Source: an optimization exercise on an open RTL-to-GDS flow (aim: small area and few clock cycles). Production flows keep margins and buffers that such runs may drop.
Function was checked by simulation only, so behaviour that the tests miss may differ from the original.
Power figures rest on the tool's default switching activity, not on a simulated workload.

P:
==> flow/design.v (excerpt) <==
module ax5031_rtc (
    input  wire        clk,
    input  wire        rst,
    input  wire        cmd_valid,
    output wire        cmd_ready,
    input  wire [39:0] cmd_word,
    output wire        resp_valid,
    input  wire        resp_ready,
    output wire [3:0]  resp_code,
    output reg         resp_sv,
    output wire [7:0]  resp_status,
    output reg  [31:0] resp_data,
    output wire        cs_req,
    output wire        cs_high,
    input  wire        cs_ack,
    input  wire        cs_err,
    output wire        x_req,
    output wire [7:0]  x_tx,
    input  wire        x_ack,
    input  wire        x_err,
    input  wire [7:0]  x_rx
);
clock: 10.0 ns
lec_check: 0
cap_margin: 20
core_margin: 2
core_utilization: 40
place_density: 0.6
slew_margin: 20
standard.sh (not shown) runs the stock make flow with config.mk's settings and CLKGATE_MAP_FILE= SYNTH_SCRIPT=/design/flow/synth_recipe.tcl, a recipe that flattens the netlist after the stock synthesis.
==> flow/flow/run.sh <==
#!/bin/bash
# Layout flow: the standard ORFS flow, with two changes that leave the
# design and its registers as the standard synthesis makes them:
#  1. after the standard synthesis, the combinational logic between the
#     registers is mapped again with an area-oriented ABC script
#     (remap.abc, run with a few random seeds; the smallest result is kept);
#     flip-flops (names, cell types), tie cells and ports are kept as they are;
#  2. the port buffers are the smallest buffer cell (buf_1);
#  3. clock tree synthesis without dummy loads, with the arguments in
#     cts_args.txt.
# Each tool writes its full output to a log file in this folder.
set -euo pipefail
HERE=$PWD
RES=$HERE/orfs/results/${FLOW_PLATFORM:-sky130hd}/ax5031_rtc/base
LIB=$FLOW_HOME/platforms/sky130hd/lib/sky130_fd_sc_hd__tt_025C_1v80.lib
YOSYS=$(command -v yosys || echo "$FLOW_HOME/../tools/install/yosys/bin/yosys")
export BUFFER_PORTS_ARGS="-buffer_cell sky130_fd_sc_hd__buf_1"
if [[ -f "$HERE/flow/cts_args.txt" ]]; then
  CTS_ARGS=$(tr '\n' ' ' < "$HERE/flow/cts_args.txt")
  export CTS_ARGS
fi

# 1. standard synthesis
bash standard.sh "$RES/1_2_yosys.v" > standard_synth.log 2>&1

# 2. re-map the combinational logic
cp "$RES/1_2_yosys.v" "$HERE/1_2_yosys_standard.v"
KEEP=$(grep -o 'sky130_fd_sc_hd__[a-z0-9_]*' "$HERE/1_2_yosys_standard.v" | sort -u | grep -E '__(e?df|sdf|sedf|dl|conb)' | tr '\n' ' ')
for S in 1 2 3 4; do
  sed "s/@SEED@/$S/" "$HERE/flow/remap.abc" > "remap_$S.abc"
  cat > "remap_$S.ys" <<EOS
read_liberty -ignore_miss_func $LIB
blackbox $KEEP
read_verilog $HERE/1_2_yosys_standard.v
hierarchy -top $FLOW_TOP
flatten
opt_clean -purge
abc -script $HERE/remap_$S.abc -liberty $LIB -dont_use sky130_fd_sc_hd__lpflow_* -dont_use sky130_fd_sc_hd__probe_p_8 -dont_use sky130_fd_sc_hd__probec_p_8
splitnets
opt_clean -purge
hilomap -singleton -hicell sky130_fd_sc_hd__conb_1 HI -locell sky130_fd_sc_hd__conb_1 LO
insbuf -buf sky130_fd_sc_hd__buf_4 A X
opt_clean -purge
read_liberty -lib -ignore_miss_func $LIB
hierarchy -check -top $FLOW_TOP
check -assert
tee -o $HERE/remap_$S.area stat -liberty $LIB
write_verilog -noattr $HERE/1_2_yosys_remap_$S.v
EOS
  "$YOSYS" -s "remap_$S.ys" > "remap_$S.log" 2>&1 &
done
wait || true
BEST=""; BESTA=""
for S in 1 2 3 4; do
  A=$(grep -o "Chip area for module .*: [0-9.]*" "remap_$S.area" 2>/dev/null | awk '{print $NF}')
  [[ -n "$A" && -f "1_2_yosys_remap_$S.v" ]] || continue
  echo "seed $S: $A" >> remap_summary.log
  if [[ -z "$BESTA" ]] || awk "BEGIN{exit !($A < $BESTA)}"; then BEST=$S; BESTA=$A; fi
done
echo "kept seed $BEST ($BESTA)" >> remap_summary.log
[[ -n "$BEST" ]]
cp "1_2_yosys_remap_$BEST.v" "$RES/1_2_yosys.v"

# 3. the rest of the standard flow
bash standard.sh > standard.log 2>&1
==> flow/flow/cts_args.txt <==
-sink_clustering_enable -repair_clock_nets -dont_use_dummy_load -buf_list {sky130_fd_sc_hd__clkbuf_4 sky130_fd_sc_hd__clkbuf_8} -sink_clustering_size 20
Other scripts of this flow, unchanged in this note and not shown: flow/flow/remap.abc
P reached the end of the flow, and the finished layout is clean on the timing, design-rule and antenna checks.
Testbench counts of P, summed over its fixed seeds: cycles 89,736.
--- input diff P..T ---
diff --git a/flow/flow/run.sh b/flow/flow/run.sh
--- a/flow/flow/run.sh
+++ b/flow/flow/run.sh
@@ -6,7 +6,5 @@
 #     (remap.abc, run with a few random seeds; the smallest result is kept);
 #     flip-flops (names, cell types), tie cells and ports are kept as they are;
-#  2. the port buffers are the smallest buffer cell (buf_1);
-#  3. clock tree synthesis without dummy loads, with the arguments in
-#     cts_args.txt.
+#  2. the port buffers are the smallest buffer cell (buf_1).
 # Each tool writes its full output to a log file in this folder.
 set -euo pipefail
@@ -16,8 +14,4 @@
 YOSYS=$(command -v yosys || echo "$FLOW_HOME/../tools/install/yosys/bin/yosys")
 export BUFFER_PORTS_ARGS="-buffer_cell sky130_fd_sc_hd__buf_1"
-if [[ -f "$HERE/flow/cts_args.txt" ]]; then
-  CTS_ARGS=$(tr '\n' ' ' < "$HERE/flow/cts_args.txt")
-  export CTS_ARGS
-fi
 
 # 1. standard synthesis
removed: flow/flow/cts_args.txt
==> comparison <==
T leaves less setup margin than P.
T vs. P: register share of the cell area shrank by 1.5 points; part of the power in combinational logic went down by 5.3 points.
[compare] base=P new=T: maximum frequency decreased by about 0.5% relative to the old numbers, maximum clock path buffer count closely matched the old numbers, core utilization increased by 2.1 points relative to the old numbers, first-iteration DRC count decreased by 51 relative to the old numbers.
Looking at final design area excluding fillers across P and T, the one that comes out lower is P.
The global-route wire length before repair of T was inferior to that of P.

## static timing again, ports no longer ideal
In the flow no input, the clock included, has a driving cell. The finished layouts below were timed again as built, in two steps.
Step 1 assumes that a clkbuf_16 drives the clock port and a buf_2 every other input.
Step 2 also shifts input and output timing later by t, the mid clock arrival at the registers, as if the neighbouring blocks saw the same clock.
a / b / c = ideal / step 1 / step 2; a / b = the first two.
run | t, ns | slack for setup (ns) | worst slew at a driven data input, ns
P | 0.396 | 4.830 / 4.837 / 4.440 | 0.04
T | 0.385 | 4.803 / 4.825 / 4.440 | 0.04
After both steps every run listed still meets setup and hold. For P, which loses most, drivers alone change the setup slack by +0.007 ns; drivers and shift together by -0.390 ns.
